This is an optimization exercise on Yosys and OpenROAD, whose aim is small area, a short achievable clock period and few clock cycles, not a production implementation.
At most, simulation tests tie the RTL to the original design; equivalence was not proved.
Power is estimated from default activity; no workload was simulated.

Setup of job 3578:
// dci_serializer
module dci_serializer (
    input  wire        clk,
    input  wire        rst,         
    input  wire        cmd_valid,
    output wire        cmd_ready,
    input  wire [31:0] cmd_data,
    input  wire [3:0]  rd_idx,
    output reg  [31:0] rd_data,
    output reg         done
);
For scale: roughly 2600 cells after synthesis, ~400 flip-flops, ~73 I/O pins.
Settings: LEC_CHECK=0, CAP_MARGIN=20, CORE_MARGIN=2, CORE_UTILIZATION=30, CTS_CLUSTER_DIAMETER=90, CTS_CLUSTER_SIZE=30, PLACE_DENSITY=0.45, SLEW_MARGIN=20; clock period 14.0 ns.
standard.sh (not shown) runs the stock make flow with config.mk's settings and CLKGATE_MAP_FILE= SYNTH_SCRIPT=/design/flow/synth_recipe.tcl, a recipe that flattens the netlist after the stock synthesis.
==> flow/flow/run.sh <==
#!/bin/bash
# The standard layout, with repair_timing asked for 6.8 ns of setup slack and
# sky130_fd_sc_hd__buf_2 as the port buffer (every port still gets one).
# The clock, its period and the I/O constraints are the standard flow's, unchanged.
set -euo pipefail
bash standard.sh SETUP_SLACK_MARGIN=6.8 "BUFFER_PORTS_ARGS=-buffer_cell sky130_fd_sc_hd__buf_2" finish > make_finish.log 2>&1
Input changes introduced in job 2359 (baseline for comparison: job 3578):
Settings: PLACE_DENSITY now 0.6, was 0.45; CORE_UTILIZATION now 45, was 30.
==> flow/flow/run.sh <==
#!/bin/bash
# The standard layout, with repair_timing asked for 6.5 ns of setup slack and
# sky130_fd_sc_hd__buf_2 as the port buffer (every port still gets one).
# The clock, its period and the I/O constraints are the standard flow's, unchanged.
set -euo pipefail
bash standard.sh SETUP_SLACK_MARGIN=6.5 "BUFFER_PORTS_ARGS=-buffer_cell sky130_fd_sc_hd__buf_2" finish > make_finish.log 2>&1
### Flow results
Job 2359 ended with every stage complete and zero timing, DRC or antenna violations.
Relative to job 3578, fmax has decreased by 3.3% in job 2359.
On share of the cycle needed by the critical path after routing: between job 2359 and job 3578, it ends up higher for job 2359.
Job 3578 → job 2359: wire length of the first global-routing pass -about 8%, met1 demand-to-capacity share in global routing picked up an extra 9.4 points.
The following lists how job 3803 was set up differently from job 2359:
Settings: changing CORE_UTILIZATION from 45 to 30; changing PLACE_DENSITY from 0.6 to 0.45.
[summary]
Taking job 2359 as 1.0, job 3803 lands at 1.08 on total met2 wirelength after detailed routing. After detailed routing, job 2359 needs less wire than job 3803. Job 2359 has a lower highest clock frequency the design can meet than job 3803. Where clock period minus worst slack is concerned, job 2359 is outperformed by job 3803. Overall fraction of global-route tracks in use in job 3803 vs job 2359: down 8.0 points. [job 3803 vs job 2359] switching portion of total power: lower in job 3803. Summary of job 3803 over job 2359: hold slack comparable; placed cell count climbed 9.7%.
No run of this note included a check of the RTL's function; only the layout flow was run.

========
dci_serializer, a different RTL version from the one above (not shown whole).
Size in the first run: roughly 73 I/O pins, about 28000 µm² of cells after synthesis.
clock: 14.0 ns
lec_check: 0
cap_margin: 20
core_margin: 2
core_utilization: 30
place_density: 0.45
setup_slack_margin: 5
slew_margin: 20
run.sh (not shown) runs the stock make flow with config.mk's settings and CLKGATE_MAP_FILE= SYNTH_SCRIPT=/design/flow/synth_recipe.tcl, a recipe that flattens the netlist after the stock synthesis.
Stock flow here: none of the scripts above is used.
Testbench counts at the start, summed over its fixed seeds: cycles 15,871.
Then changed:
Settings changed: SETUP_SLACK_MARGIN 5 to default.
Effect: Combinational power barely changes. Sequential power hardly moves. Worst setup slack gets worse by 200 ps. Critical path depth went up by 2. Sequential share of layout area barely changes. Via count went up by about 0.36%. Synthesized area stays the same.

========
Setup of build 65:
dci_serializer, a different RTL version from the one above (not shown whole).
Size: about 400 flip-flops, ~73 I/O pins, ~0.024 mm^2 of cells after synthesis.
Settings: LEC_CHECK=0, CAP_MARGIN=20, CORE_MARGIN=2, CORE_UTILIZATION=30, CTS_CLUSTER_DIAMETER=90, CTS_CLUSTER_SIZE=30, PLACE_DENSITY=0.45, SLEW_MARGIN=20; clock period 14.0 ns.
standard.sh (not shown) runs the stock make flow with config.mk's settings and CLKGATE_MAP_FILE= SYNTH_SCRIPT=/design/flow/synth_recipe.tcl, a recipe that flattens the netlist after the stock synthesis.
==> flow/flow/run.sh <==
#!/bin/bash
# The standard layout, with repair_timing asked for 6.5 ns of setup slack and
# sky130_fd_sc_hd__buf_2 as the port buffer (every port still gets one).
# The clock, its period and the I/O constraints are the standard flow's, unchanged.
set -euo pipefail
bash standard.sh SETUP_SLACK_MARGIN=6.5 "BUFFER_PORTS_ARGS=-buffer_cell sky130_fd_sc_hd__buf_2" finish > make_finish.log 2>&1
Testbench counts of build 65, summed over its fixed seeds: cycles 15,871.
### build 65 -> build 79
Settings: clearing CTS_CLUSTER_SIZE, which used to be 30; clearing CTS_CLUSTER_DIAMETER, which used to be 90.
==> flow/flow/run.sh <==
#!/bin/bash
# The standard layout, with repair_timing asked for 6.5 ns of setup slack and
# sky130_fd_sc_hd__buf_4 as the port buffer (every port still gets one).
# The clock, its period and the I/O constraints are the standard flow's, unchanged.
set -euo pipefail
bash standard.sh SETUP_SLACK_MARGIN=6.5 "BUFFER_PORTS_ARGS=-buffer_cell sky130_fd_sc_hd__buf_4" finish > make_finish.log 2>&1
Results
- In the flow results for build 79 and build 65, the non-clock buffer total of the final layout is larger on build 65.
- Diff build 79 and build 65: share of cells above drive strength 1 lower in build 65
- Highest layer used for signal routing = met5: build 65; highest layer used for signal routing = met4: build 79
- Between build 79 and build 65, it is build 79 whose combinational share of power is lower, by 2.9 points.
diff inputs: build 79 => build 82
==> flow/flow/run.sh <==
#!/bin/bash
# The standard layout, with repair_timing asked for 8 ns of setup slack
# (the clock, its period and the I/O constraints are the standard flow's, unchanged).
set -euo pipefail
bash standard.sh SETUP_SLACK_MARGIN=8 finish > make_finish.log 2>&1
## What came out
Relative to build 79, register-to-register setup slack increased by 690 ps in build 82.
Of build 79 and build 82, build 82 shows the higher number of gates on the worst path with buffers counted, with build 79 below it.
From build 79 to build 82, number of antenna repair diodes did not move at all.
Build 79 has a lower non-clock buffer count than build 82.
Build 82 vs. build 79: cell total after placement now sits at about the same level, final core area utilization has increased.
Final critical-path share of the clock period (lower): build 82
Comparing build 79 and build 82, the higher combined global-route utilization of all metal layers is on build 82.
Between build 79 and build 82, the post-route worst setup slack is higher for build 82.
Modified inputs, build 61 compared to build 82
==> flow/run.sh (new file) <==
#!/bin/bash
# synth_recipe.tcl (not shown) runs the flow's synth.tcl, then flattens the netlist and writes it again
# the make line also repeats each setting of config.mk as NAME=value (left out here)
make -C /OpenROAD-flow-scripts/flow DESIGN_CONFIG=/design/flow/config.mk WORK_HOME=/design/flow/orfs CLKGATE_MAP_FILE= SYNTH_SCRIPT=/design/flow/synth_recipe.tcl finish
removed: flow/flow/run.sh
removed: flow/standard.sh
[summary]
- Summary — share of total power in the clock network, build 61 relative to build 82: higher, by 1.1 points.
- Relative to build 82, number of buffers inserted by post-CTS setup repair has decreased by 92 in build 61.
- Between build 82 and build 61, first-iteration DRC count decreased.
- Per the comparison of build 61 with build 82, overall routed net length now sits lower, number of buffers inserted during clock tree synthesis now sits lower.

========
## ember
dci_serializer, a different RTL version from the one above (not shown whole).
Size in the first run: about 400 flip-flops, roughly 73 I/O pins, roughly 0.023 sq mm of cells after synthesis.
Design dci_serializer, start of the top module:
module dci_serializer (
    input  wire        clk,
    input  wire        rst,         
    input  wire        cmd_valid,
    output wire        cmd_ready,
    input  wire [31:0] cmd_data,
    input  wire [3:0]  rd_idx,
    output reg  [31:0] rd_data,
    output reg         done
);
    localparam [3:0] C_ILLEGAL = 4'h1, C_RSVD_HDR = 4'h2, C_FINALIZED = 4'h3,
                     C_APP_WIDTH = 4'h4, C_APP_VALUE = 4'h5, C_OVERFLOW = 4'h6,
                     C_FIELD = 4'h7, C_RSVD_VAL = 4'h8, C_NRB = 4'h9,
                     C_FREQ = 4'hA, C_HOPCFG = 4'hB, C_PSIZE = 4'hC;
    localparam [3:0] K_WIDTH = 4'd0, K_NRB = 4'd1, K_HOPCNT = 4'd2, K_HOPFLAG = 4'd3,
                     K_HOPOFF = 4'd4, K_FREQ = 4'd5, K_SMI = 4'd6, K_TBS = 4'd7,
                     K_PSIZE = 4'd8;
    localparam [2:0] B_NONE = 3'd0, B_CLEAR = 3'd1, B_ZEROS = 3'd2, B_APPEND = 3'd3,
                     B_FINAL = 3'd4, B_FIELD = 3'd5, B_COMMIT = 3'd6, B_FAULT = 3'd7;
    reg          halted;
    reg          in_cmd;        
    reg  [7:0]   opc;
    reg  [3:0]   k;             
    reg  [8:0]   nrb;
    reg  [4:0]   fw;
    reg  [1:0]   h;
    reg          hf;
    reg          sulp, sul;
    reg  [1:0]   smi;
    reg          pb;            
    reg          pf;            
    reg  [3:0]   pcause, pfield;
    reg  [2:0]   b_op;
    reg          b_first;       
    reg  [31:0]  R;             
    reg  [7:0]   pos;           
    reg  [2:0]   c_op;          
    reg  [127:0] bank0, bank1;
    reg          acc_ptr, out_ptr;
  ...
export LEC_CHECK = 0
export CAP_MARGIN = 20
export CORE_MARGIN = 2
export CORE_UTILIZATION = 45
export CTS_CLUSTER_DIAMETER = 90
export CTS_CLUSTER_SIZE = 30
export PLACE_DENSITY = 0.6
export SLEW_MARGIN = 20
create_clock -name core_clock -period 14.0 [get_ports {clk}]
==> flow/flow/run.sh <==
#!/bin/bash
# The standard layout, with repair_timing asked for 7.0 ns of setup slack and
# sky130_fd_sc_hd__buf_2 as the port buffer (every port still gets one).
# The clock, its period and the I/O constraints are the standard flow's, unchanged.
set -euo pipefail
bash standard.sh SETUP_SLACK_MARGIN=7.0 "BUFFER_PORTS_ARGS=-buffer_cell sky130_fd_sc_hd__buf_2" finish > make_finish.log 2>&1
ember: no failed stages, no open violations at the end
Testbench counts of ember, summed over its fixed seeds: cycles 15,879.
## Diff of input files: quartz against ember
- CTS_CLUSTER_SIZE now 25, was 30
- PLACE_DENSITY now 0.7, was 0.6
- CTS_CLUSTER_DIAMETER now 60, was 90
- CORE_UTILIZATION now 60, was 45
## What came out
- Going from ember to quartz, part of the cycle the worst path needs moved up; clock period minus final worst setup slack moved up.
- Diff ember -> quartz | fraction of final layout cells sized beyond drive strength 1 | increase of 0.67 points
- Between ember and quartz, the sequential share of layout area is higher for ember.
- Lower combinational share of power was reported by quartz, not ember.
- Looking at die area, quartz sits 0.013 sq mm below ember.
- The run showing the smaller fraction of area in clock buffers and inverters is ember.
- ember has lower power dissipated by switching net loads than quartz.
- Diff ember and quartz: number of buffers inserted by post-CTS setup repair lower in ember
- After synthesis and placement, the instance count of quartz is below that of ember.
## Diff of input files: zinc against quartz
- PLACE_DENSITY: 0.7 -> 0.65
- CORE_UTILIZATION: 60 -> 52
- CTS_CLUSTER_DIAMETER: 60 -> 90
- CTS_CLUSTER_SIZE: 25 -> 30
[summary]
zinc vs quartz, master of the slowest instance on the critical path: sky130_fd_sc_hd__a2111oi_1 vs sky130_fd_sc_hd__mux4_2. [diff] minimum setup slack in the final design, zinc relative to quartz: improvement. The proportion of power drawn by flip-flops and latches in zinc sits 5.9 points above the value recorded for quartz. Cmp zinc vs quartz: transition time at the pin with the least slew margin lower in zinc. zinc vs. quartz: met1 routed wirelength after detailed routing went up by about 6%. Delta (zinc minus quartz): first-pass GRT wire length held steady; minimum clock period after layout shrank by 0.069 ns; proportion of power drawn by the clock network shrank by 6.9 points. [compare] base=quartz new=zinc: clock transition at the registers of the reported paths went up, starting density of the core went down by 7.9 points. The timing startpoint of the critical path comes out rd_idx[0] in one run and rd_idx[1] in the other, namely in quartz and zinc respectively.
Setup changes, zinc to xenon
- swapping 0.65 for 0.45 in PLACE_DENSITY
- swapping 52 for 30 in CORE_UTILIZATION
==> flow/flow/run.sh <==
#!/bin/bash
# The standard layout, with repair_timing asked for 6.8 ns of setup slack and
# sky130_fd_sc_hd__buf_2 as the port buffer (every port still gets one).
# The clock, its period and the I/O constraints are the standard flow's, unchanged.
set -euo pipefail
bash standard.sh SETUP_SLACK_MARGIN=6.8 "BUFFER_PORTS_ARGS=-buffer_cell sky130_fd_sc_hd__buf_2" finish > make_finish.log 2>&1
Results
xenon vs zinc: fraction of power spent switching nets up in xenon. xenon vs. zinc: register share of the cell area fell by 0.74 points; routed wire length rose by 13%; average wire per cell in the routed design stayed essentially flat.

========
indigo:
dci_serializer again, from the RTL that the note above started with.
clock: 14.0 ns
lec_check: 0
cap_margin: 20
core_margin: 2
core_utilization: 30
cts_cluster_diameter: 90
cts_cluster_size: 30
place_density: 0.45
slew_margin: 20
==> flow/flow/run.sh <==
#!/bin/bash
# The standard layout, with repair_timing asked for 7.0 ns of setup slack and
# sky130_fd_sc_hd__buf_2 as the port buffer (every port still gets one).
# The clock, its period and the I/O constraints are the standard flow's, unchanged.
set -euo pipefail
bash standard.sh SETUP_SLACK_MARGIN=7.0 "BUFFER_PORTS_ARGS=-buffer_cell sky130_fd_sc_hd__buf_2" finish > make_finish.log 2>&1
Testbench counts of indigo, summed over its fixed seeds: cycles 15,879.
The inputs of sierra differ from those of indigo as listed below.
Settings: PLACE_DENSITY: 0.45 -> 0.6; CORE_UTILIZATION: 30 -> 45.
==> flow/flow/run.sh <==
#!/bin/bash
# The standard layout, with repair_timing asked for 6.9 ns of setup slack and
# sky130_fd_sc_hd__buf_2 as the port buffer (every port still gets one).
# The clock, its period and the I/O constraints are the standard flow's, unchanged.
set -euo pipefail
bash standard.sh SETUP_SLACK_MARGIN=6.9 "BUFFER_PORTS_ARGS=-buffer_cell sky130_fd_sc_hd__buf_2" finish > make_finish.log 2>&1
==> comparison <==
sierra vs indigo, number of buffers added by the clock tree synthesis step went down by 2. Final core utilization on sierra is up relative to indigo. Changes observed in sierra relative to indigo: placeable core region went down about 33%, number of routed nets with antenna violations held, total number of vias went up about 0.7%, power density relative to cell area held. The filler-free cell count of the finished design in sierra is 0.909 times that in indigo. On wire length of the first global-routing pass, sierra does better than indigo. sierra vs indigo — worst hold-check slack rose 0.0032 ns. Wire: sierra routes less than indigo.
Setup changes, sierra to yarrow
Settings: swapping 45 for 30 in CORE_UTILIZATION; swapping 0.6 for 0.45 in PLACE_DENSITY.
==> flow/flow/run.sh <==
#!/bin/bash
# The standard layout, with repair_timing asked for 7.6 ns of setup slack and
# sky130_fd_sc_hd__buf_2 as the port buffer (every port still gets one).
# The clock, its period and the I/O constraints are the standard flow's, unchanged.
set -euo pipefail
bash standard.sh SETUP_SLACK_MARGIN=7.6 "BUFFER_PORTS_ARGS=-buffer_cell sky130_fd_sc_hd__buf_2" finish > make_finish.log 2>&1
### Flow results
Comparing yarrow and sierra, average routed wire per standard cell is higher on sierra.
Sequential cell fraction of total power: yarrow vs sierra down 2.9 points
Between yarrow and sierra, the maximum clock frequency figures differ only marginally.
Sort yarrow and sierra by non-clock buffer count desc -> top: yarrow
Comparing yarrow and sierra, worst path arrival time is lower on yarrow.
In yarrow relative to sierra, starting DRC count in detailed routing had gone down by a little under 10%.
Note that the wire length of the first global-routing pass recorded for sierra amounts to 0.928 times the value seen in yarrow.
Between yarrow and sierra, the difference in ratio of final minimum period to clock period is negligible.
yarrow against sierra: overall fraction of global-route tracks in use went down 7.5 points, routed wire length went up 10%, die area went up 0.026 mm2.
[inputs] tundra vs yarrow
==> flow/flow/run.sh <==
#!/bin/bash
# The standard layout, with repair_timing asked for 7.3 ns of setup slack and
# sky130_fd_sc_hd__buf_2 as the port buffer (every port still gets one).
# The clock, its period and the I/O constraints are the standard flow's, unchanged.
set -euo pipefail
bash standard.sh SETUP_SLACK_MARGIN=7.3 "BUFFER_PORTS_ARGS=-buffer_cell sky130_fd_sc_hd__buf_2" finish > make_finish.log 2>&1
tundra has completed all stages; timing, DRC and antenna checks passed.
Compare tundra and yarrow | register-to-register slack higher: yarrow
The actual slew at the worst max-slew pin reported for tundra is smaller than that of yarrow by 0.0031 ns.
On overall power of the completed layout, tundra and yarrow are basically level.
On logic depth of the worst register-to-register path, the lower figure sits with yarrow, not tundra.
Summary: worst setup timing slack at the placement stage, tundra better than yarrow
In the metrics for tundra and yarrow, the one carrying the higher global-route wire length before repair is tundra.
tundra: largest net degree at the start of global routing is 17 higher than what yarrow reported.
Detailed-route wire length per cell in tundra is 1.4% above yarrow.
Re logic depth of the worst path, buffers included: tundra is 1 down on yarrow.
Looking at total routed wirelength, tundra sits above yarrow.
Compared tundra against yarrow; die boundary height within noise.
Edits applied to the flow inputs when going from tundra to pepper:
Settings: changing PLACE_DENSITY from 0.45 to 0.65; changing CORE_UTILIZATION from 30 to 52.
==> flow/flow/run.sh <==
#!/bin/bash
# The standard layout, with repair_timing asked for 7.1 ns of setup slack and
# sky130_fd_sc_hd__buf_2 as the port buffer (every port still gets one).
# The clock, its period and the I/O constraints are the standard flow's, unchanged.
set -euo pipefail
bash standard.sh SETUP_SLACK_MARGIN=7.1 "BUFFER_PORTS_ARGS=-buffer_cell sky130_fd_sc_hd__buf_2" finish > make_finish.log 2>&1
pepper completed end to end with timing, DRC and antenna clean.
Looking only at via count normalized by instance count, and setting everything else aside, the lower value of pepper and tundra goes to tundra.
Sequential share of layout area in pepper is 2.0 points higher than in tundra
What pepper reported for die area has to be multiplied by 1.7 to get the figure for tundra.
Re clock-cell share of area: tundra was higher than pepper.
Summary of pepper over tundra: area growth from synthesis to layout now sits lower; number of iterations in the first detailed-routing pass went up 5.
Final critical delay including setup and external delays in pepper is 0.025 ns above tundra.
From tundra to pepper the numbers moved as follows: smallest setup slack after layout now sits lower; tapcell count now sits lower; actual transition at the worst max-transition pin now sits higher.

port drivers added, routing unchanged:
No port has a modelled driver above. Below, the same layouts with a new extraction and two added sets of constraints.
Step 1 assumes that a clkbuf_16 drives the clock port and a buf_2 every other input.
Step 2, shift: input delay + t, output delay - t, t = (earliest + latest rising clock arrival at the registers) / 2. This alone moves slack from input paths to output paths.
Three values: ideal ports, drivers, drivers and shift; two values: the first two.
run | shift t [ns] | slack for setup (ns) | clock arrival spread, ns | worst register clock-pin slew, ns | worst data-port slew with drivers (ns)
job 3578 | 0.653 | 6.772 / 6.715 / 6.715 | 0.051 / 0.051 | 0.12 / 0.12 | 0.07
job 2359 | 0.627 | 6.524 / 6.501 / 6.501 | 0.041 / 0.041 | 0.12 / 0.12 | 0.04
job 3803 | 0.632 | 6.606 / 6.561 / 6.561 | 0.068 / 0.068 | 0.12 / 0.12 | 0.06
the first run of note 2 | 0.665 | 5.090 / 5.068 / 5.068 | 0.028 / 0.027 | 0.07 / 0.07 | 0.08
the second run of note 2 | 0.663 | 4.888 / 4.857 / 4.857 | 0.025 / 0.025 | 0.07 / 0.07 | 0.08
build 65 | 0.666 | 6.589 / 6.560 / 6.560 | 0.039 / 0.040 | 0.12 / 0.12 | 0.05
build 79 | 0.674 | 6.546 / 6.519 / 6.519 | 0.037 / 0.037 | 0.07 / 0.07 | 0.06
build 82 | 0.664 | 6.615 / 6.557 / 6.557 | 0.063 / 0.063 | 0.07 / 0.07 | 0.07
build 61 | 0.649 | 5.271 / 5.233 / 5.233 | 0.037 / 0.037 | 0.07 / 0.07 | 0.06
ember | 0.623 | 6.981 / 6.835 / 6.835 | 0.050 / 0.051 | 0.11 / 0.11 | 0.16
quartz | 0.617 | 6.928 / 6.760 / 6.760 | 0.054 / 0.053 | 0.10 / 0.10 | 0.18
zinc | 0.650 | 6.997 / 6.932 / 6.932 | 0.046 / 0.046 | 0.12 / 0.12 | 0.14
xenon | 0.666 | 6.843 / 6.710 / 6.710 | 0.045 / 0.045 | 0.12 / 0.12 | 0.13
indigo | 0.659 | 7.004 / 6.840 / 6.840 | 0.050 / 0.050 | 0.11 / 0.11 | 0.16
sierra | 0.634 | 6.941 / 6.745 / 6.745 | 0.033 / 0.032 | 0.12 / 0.12 | 0.20
yarrow | 0.679 | 6.960 / 6.875 / 6.875 | 0.059 / 0.059 | 0.11 / 0.11 | 0.09
tundra | 0.679 | 7.079 / 6.726 / 6.726 | 0.052 / 0.051 | 0.11 / 0.11 | 0.40
pepper | 0.621 | 7.054 / 6.905 / 6.905 | 0.048 / 0.049 | 0.12 / 0.12 | 0.15
After both steps every run listed still meets setup and hold. The setup slack of tundra, which loses most, moves by -0.353 ns with the drivers and by -0.353 ns with both steps.
